This design comes from an exercise in tuning for small area, a short achievable clock period and few clock cycles on the open sky130 flow, not from production work. RTL that was checked went through simulation tests only; none was proved equivalent to the original. Power and IR drop assume default switching activity.

## oak
## pcf8583_rtc
module pcf8583_rtc (
    input  wire        clk,
    input  wire        rst,
    input  wire        scl_i,
    input  wire        sda_i,
    input  wire [39:0] host_now,
    input  wire [6:0]  host_cs,
    output wire        sda_o,
    output wire        busy
);
    localparam [40:0] KOFF = 41'd617564390400;    
    localparam [3:0] S_IDLE       = 4'd0;
    localparam [3:0] S_START_WAIT = 4'd1;
    localparam [3:0] S_GET_ADDR   = 4'd2;
    localparam [3:0] S_AW_ACK     = 4'd3;
    localparam [3:0] S_AR_ACK     = 4'd4;
    localparam [3:0] S_GET_REG    = 4'd5;
    localparam [3:0] S_REG_ACK    = 4'd6;
    localparam [3:0] S_READ       = 4'd7;
    localparam [3:0] S_READ_ACK   = 4'd8;
    localparam [3:0] S_WRITE      = 4'd9;
    localparam [3:0] S_WRITE_ACK  = 4'd10;
    localparam [4:0] E_IDLE   = 5'd0;
    localparam [4:0] E_MAIN   = 5'd1;
    localparam [4:0] E_P0     = 5'd2;
    localparam [4:0] E_P1     = 5'd3;
    localparam [4:0] E_P2     = 5'd4;
    localparam [4:0] E_P3     = 5'd5;
    localparam [4:0] E_P4     = 5'd6;
    localparam [4:0] E_P5     = 5'd7;
    localparam [4:0] E_P6     = 5'd8;
    localparam [4:0] E_P7     = 5'd9;
    localparam [4:0] E_D1     = 5'd10;
    localparam [4:0] E_D2     = 5'd11;
    localparam [4:0] E_MUL    = 5'd12;
    localparam [4:0] E_COMMIT = 5'd13;
    localparam [4:0] E_PSTART = 5'd14;
    localparam [4:0] E_D0     = 5'd15;
    localparam [4:0] E_D1B    = 5'd16;
    function [7:0] bcd7;
        input [6:0] v;
        begin
            bcd7 = (v / 7'd10) * 8'd16 + {1'b0, v % 7'd10};
        end
    endfunction
    function [10:0] st675;
        input [9:0] r; input b;
        reg [10:0] t;
        reg [10:0] tm;
        begin
            t = {r, b};
            tm = t - 11'd675;
            st675 = (t >= 11'd675) ? {1'b1, tm[9:0]} : {1'b0, t[9:0]};
        end
    endfunction
    function [18:0] st146097;
        input [17:0] r; input b;
        reg [18:0] t;
        reg [18:0] tm;
        begin
            t = {r, b};
            tm = t - 19'd146097;
            st146097 = (t >= 19'd146097) ? {1'b1, tm[17:0]} : {1'b0, t[17:0]};
        end
    endfunction
    function [2:0] st7;
        input [2:0] r; input b;
  ...
Size in the first run: ~6100 cells after synthesis, ~2400 flip-flops.
==> flow/config.mk <==
export PLATFORM = sky130hd
export DESIGN_NAME = pcf8583_rtc
export DESIGN_NICKNAME = pcf8583_rtc
export VERILOG_FILES = /design/flow/design.v
export SDC_FILE = /design/flow/constraint.sdc
export NUM_CORES = 4
export LEC_CHECK = 0
export CAP_MARGIN = 20
export CORE_MARGIN = 2
export CORE_UTILIZATION = 55
export CTS_BUF_LIST = sky130_fd_sc_hd__clkbuf_8
export CTS_CLUSTER_DIAMETER = 60
export CTS_CLUSTER_SIZE = 16
export SLEW_MARGIN = 20
==> flow/constraint.sdc <==
create_clock -name core_clock -period 20.0 [get_ports {clk}]
set_input_delay 4.0000 -clock core_clock [delete_from_list [all_inputs] [get_ports {clk}]]
set_output_delay 4.0000 -clock core_clock [all_outputs]
set_load 0.01 [all_outputs]
standard.sh (not shown) runs the stock make flow with config.mk's settings and CLKGATE_MAP_FILE= SYNTH_SCRIPT=/design/flow/synth_recipe.tcl, a recipe that flattens the netlist after the stock synthesis.
==> flow/flow/run.sh <==
#!/bin/bash
# The standard layout (the standard.sh: unchanged synthesis, floorplan,
# placement, clock tree and routing) with two changes to how it is made:
#  - the port buffers are buf_2 cells (every port still gets its own buffer);
#  - the timing repair steps are asked to leave a setup margin, so that the
#    design is optimised toward a clock period shorter than the
#    constraint's. The constraint file itself is not changed.
set -euo pipefail
export BUFFER_PORTS_ARGS="-buffer_cell sky130_fd_sc_hd__buf_2"
export SETUP_SLACK_MARGIN=14.8
bash standard.sh > standard.log 2>&1
Testbench counts of oak, summed over its fixed seeds: cycles 117,860.
### oak -> pine
- CTS_CLUSTER_DIAMETER: 60 -> 50
- CTS_CLUSTER_SIZE: 16 -> 20
--- outcome ---
Wire length of oak is on par with pine.
In the flow results for oak and pine, the share of the clock period used by the worst path is smaller on pine.
From oak to pine the numbers moved as follows: combinational power now sits at about the same level; area of the die now sits at about the same level; utilization now sits at about the same level.
Delta(share of power burned in the clock network, pine - oak) < 0

pcf8583_rtc, a different RTL version from the one above (not shown whole).
For scale: ~5900 cells after synthesis, ~2400 flip-flops, ~53 I/O pins.
==> flow/config.mk <==
export PLATFORM = sky130hd
export DESIGN_NAME = pcf8583_rtc
export DESIGN_NICKNAME = pcf8583_rtc
export VERILOG_FILES = /design/flow/design.v
export SDC_FILE = /design/flow/constraint.sdc
export NUM_CORES = 4
export LEC_CHECK = 0
export CAP_MARGIN = 20
export CORE_MARGIN = 2
export CORE_UTILIZATION = 55
export CTS_CLUSTER_DIAMETER = 80
export CTS_CLUSTER_SIZE = 28
export SLEW_MARGIN = 20
==> flow/constraint.sdc <==
create_clock -name core_clock -period 20.0 [get_ports {clk}]
set_input_delay 4.0000 -clock core_clock [delete_from_list [all_inputs] [get_ports {clk}]]
set_output_delay 4.0000 -clock core_clock [all_outputs]
set_load 0.01 [all_outputs]
Scripts as last shown in full above: flow/flow/run.sh
The starting point produced a clean layout.
Testbench counts at the start, summed over its fixed seeds: cycles 117,989.
Next try:
Settings changed: CTS_CLUSTER_DIAMETER 80 to 100, CTS_CLUSTER_SIZE 28 to 24.
The changed run completed with no timing, DRC or antenna violations.
Design area is about the same.
Setup slack gets better by 0.0038 ns.
Hold slack gets better by 0.0038 ns.
Die area is unchanged.

Another version of the RTL of pcf8583_rtc (not shown whole).
Size: ~5,800 cells after synthesis, roughly 2,400 flip-flops, about 53 I/O pins, about 0.072 mm² of cells after synthesis.
==> flow/design.v (excerpt) <==
module pcf8583_rtc (
    input  wire        clk,
    input  wire        rst,
    input  wire        scl_i,
    input  wire        sda_i,
    input  wire [39:0] host_now,
    input  wire [6:0]  host_cs,
    output wire        sda_o,
    output wire        busy
);
export LEC_CHECK = 0
export CAP_MARGIN = 20
export CORE_MARGIN = 2
export CORE_UTILIZATION = 55
export CTS_CLUSTER_DIAMETER = 50
export CTS_CLUSTER_SIZE = 40
export SLEW_MARGIN = 20
create_clock -name core_clock -period 20.0 [get_ports {clk}]
Scripts as last shown in full above: flow/flow/run.sh
The baseline finished with timing, DRC and antenna clean.
Testbench counts at the start, summed over its fixed seeds: cycles 117,989.
Edit:
CTS_CLUSTER_DIAMETER = 100   (was 50)
CTS_CLUSTER_SIZE = 24   (was 40)
Result: The new run went through all stages and came out clean. Via count falls slightly. Sequential share of layout area rises by 2.3 points. Core utilization falls by 2.2 points. Wire length falls slightly. Total power falls by roughly a tenth. Final area falls by a few percent. Die area stays the same. Global-route usage falls by 0.22 points. Worst setup slack gains 0.040 ns.

Another version of the RTL of pcf8583_rtc (not shown whole).
For scale: ~7500 cells after synthesis, roughly 53 I/O pins, about 0.077 mm^2 of cells after synthesis.
==> flow/config.mk <==
export PLATFORM = sky130hd
export DESIGN_NAME = pcf8583_rtc
export DESIGN_NICKNAME = pcf8583_rtc
export VERILOG_FILES = /design/flow/design.v
export SDC_FILE = /design/flow/constraint.sdc
export NUM_CORES = 4
export LEC_CHECK = 0
export ABC_AREA = 1
export CAP_MARGIN = 20
export CORE_MARGIN = 2
export CORE_UTILIZATION = 55
export CTS_CLUSTER_DIAMETER = 100
export CTS_CLUSTER_SIZE = 26
export SLEW_MARGIN = 20
==> flow/constraint.sdc <==
create_clock -name core_clock -period 20.0 [get_ports {clk}]
set_input_delay 4.0000 -clock core_clock [delete_from_list [all_inputs] [get_ports {clk}]]
set_output_delay 4.0000 -clock core_clock [all_outputs]
set_load 0.01 [all_outputs]
Scripts as last shown in full above: flow/flow/run.sh
==> next run, changes <==
--- a/flow/config.mk
+++ b/flow/config.mk
@@ -6,9 +6,6 @@
 export NUM_CORES = 4
 export LEC_CHECK = 0
-export ABC_AREA = 1
 export CAP_MARGIN = 20
 export CORE_MARGIN = 2
-export CORE_UTILIZATION = 55
-export CTS_CLUSTER_DIAMETER = 100
-export CTS_CLUSTER_SIZE = 26
+export CORE_UTILIZATION = 30
 export SLEW_MARGIN = 20
=>
- The changed run finished with timing, DRC and antenna clean
- cell count increases by about 6%
- design area goes up by about 7%
- non-clock buffer count grows by 36
- die area went up by 79%
- total power came out higher by 8.0%
- worst hold slack got worse by 59 ps
==> next run, changes <==
--- a/flow/config.mk
+++ b/flow/config.mk
@@ -8,4 +8,6 @@
 export CAP_MARGIN = 20
 export CORE_MARGIN = 2
-export CORE_UTILIZATION = 30
+export CORE_UTILIZATION = 55
+export CTS_CLUSTER_DIAMETER = 100
+export CTS_CLUSTER_SIZE = 26
 export SLEW_MARGIN = 20
=> Synthesized area does not change; total power came out lower by 15%; die area decreases by 45%; via count is lower by 4.1%; worst hold slack gains 47 ps; register-to-register slack loses 70 ps; cell area came out lower by 7.9%; clock skew went down by 50 ps; setup slack improves by 230 ps; global-route usage rises by 11 points; final cell count came out lower by 18%.
No run of this note included a check of the RTL's function; only the layout flow was run.

north:
pcf8583_rtc, a different RTL version from the one above (not shown whole).
Size: ~2400 flip-flops, roughly 53 I/O pins, ~75000 um2 of cells after synthesis.
Design pcf8583_rtc, start of the top module:
module pcf8583_rtc (
    input  wire        clk,
    input  wire        rst,
    input  wire        scl_i,
    input  wire        sda_i,
    input  wire [39:0] host_now,
    input  wire [6:0]  host_cs,
    output wire        sda_o,
    output wire        busy
);
make LEC_CHECK=0 CAP_MARGIN=20 CORE_MARGIN=2 CORE_UTILIZATION=30 SLEW_MARGIN=20 finish   # period 20.0 ns
run.sh (not shown) runs the stock make flow with config.mk's settings and CLKGATE_MAP_FILE= SYNTH_SCRIPT=/design/flow/synth_recipe.tcl, a recipe that flattens the netlist after the stock synthesis.
Stock flow here: none of the scripts above is used.
north finished every step from synthesis to the final layout, and the layout passed the timing, DRC and antenna checks.
Testbench counts of north, summed over its fixed seeds: cycles 118,453.
#### Input delta (south over north)
==> flow/flow/run.sh (new file) <==
#!/bin/bash
# The standard layout (the standard.sh, unchanged synthesis, floorplan,
# placement, clock tree and routing), with the timing repair steps asked to
# leave a setup margin, so that the design is optimised toward a clock
# period shorter than the constraint's. The constraint file is not changed.
set -euo pipefail
export SETUP_SLACK_MARGIN=14.2
bash standard.sh > standard.log 2>&1
==> flow/standard.sh (new file) <==
#!/bin/bash
# synth_recipe.tcl (not shown) runs the flow's synth.tcl, then flattens the netlist and writes it again
# the make line also repeats each setting of config.mk as NAME=value (left out here)
make -C /OpenROAD-flow-scripts/flow DESIGN_CONFIG=/design/flow/config.mk WORK_HOME=/design/flow/orfs CLKGATE_MAP_FILE= SYNTH_SCRIPT=/design/flow/synth_recipe.tcl "${@:-finish}"
removed: flow/run.sh
==> summary.txt <==
- Looking at the reports, south completed the entire flow and the layout it produced met the timing, DRC and antenna checks.
- Taking north as the reference, in south routed length on met2 went up 0.46%, clock-buffer cell count held.
- south and north ended up with roughly the same utilization.
- Against north, south comes in 0.32 points higher on area growth from synthesis to layout.
- north → south: fraction of met2 tracks used by global routing stayed essentially flat, biggest cell delay along the critical path fell by 0.29 ns, maximum frequency rose by 13%, cell area stayed essentially flat.
- Total power of south is on par with north.
- Diff south..north | average wire per cell in the routed design | negligible

## port drivers added, routing unchanged
The flow's constraints put no driver on any port. The routed layouts listed below were extracted and timed again, unchanged, in two steps.
Step 1 sets driving cells, clkbuf_16 on the clock port and buf_2 on the other inputs (assumed; they add their load-dependent delay and slew).
Step 2 times the ports against the registers' clock, not the clock port: input delays grow and output delays shrink by t, the midpoint of the rising clock arrivals with the driver on.
a / b / c = ideal ports / drivers / drivers and shift; a / b = the first two.
run	t, ns	setup WS [ns]	worst register clock-pin slew, ns
oak	0.974	14.580 / 14.509 / 14.189	0.11 / 0.11
pine	0.941	14.624 / 14.551 / 14.162	0.12 / 0.12
the first run of note 2	0.818	14.820 / 14.748 / 14.301	0.11 / 0.11
the second run of note 2	0.822	14.824 / 14.752 / 14.316	0.11 / 0.11
the first run of note 3	0.863	14.761 / 14.679 / 14.303	0.12 / 0.12
the second run of note 3	0.820	14.801 / 14.726 / 14.355	0.11 / 0.11
the first run of note 4	0.843	14.624 / 14.545 / 14.012	0.11 / 0.11
the second run of note 4	0.935	14.539 / 14.441 / 14.236	0.08 / 0.08
the third run of note 4	0.821	14.771 / 14.689 / 14.313	0.12 / 0.12
north	0.891	13.526 / 13.526 / 13.526	0.08 / 0.08
south	0.889	14.296 / 14.211 / 13.699	0.08 / 0.08
After both steps every run listed still meets setup and hold. For the first run of note 4, which loses most, drivers alone change the setup slack by -0.079 ns; drivers and shift together by -0.612 ns.
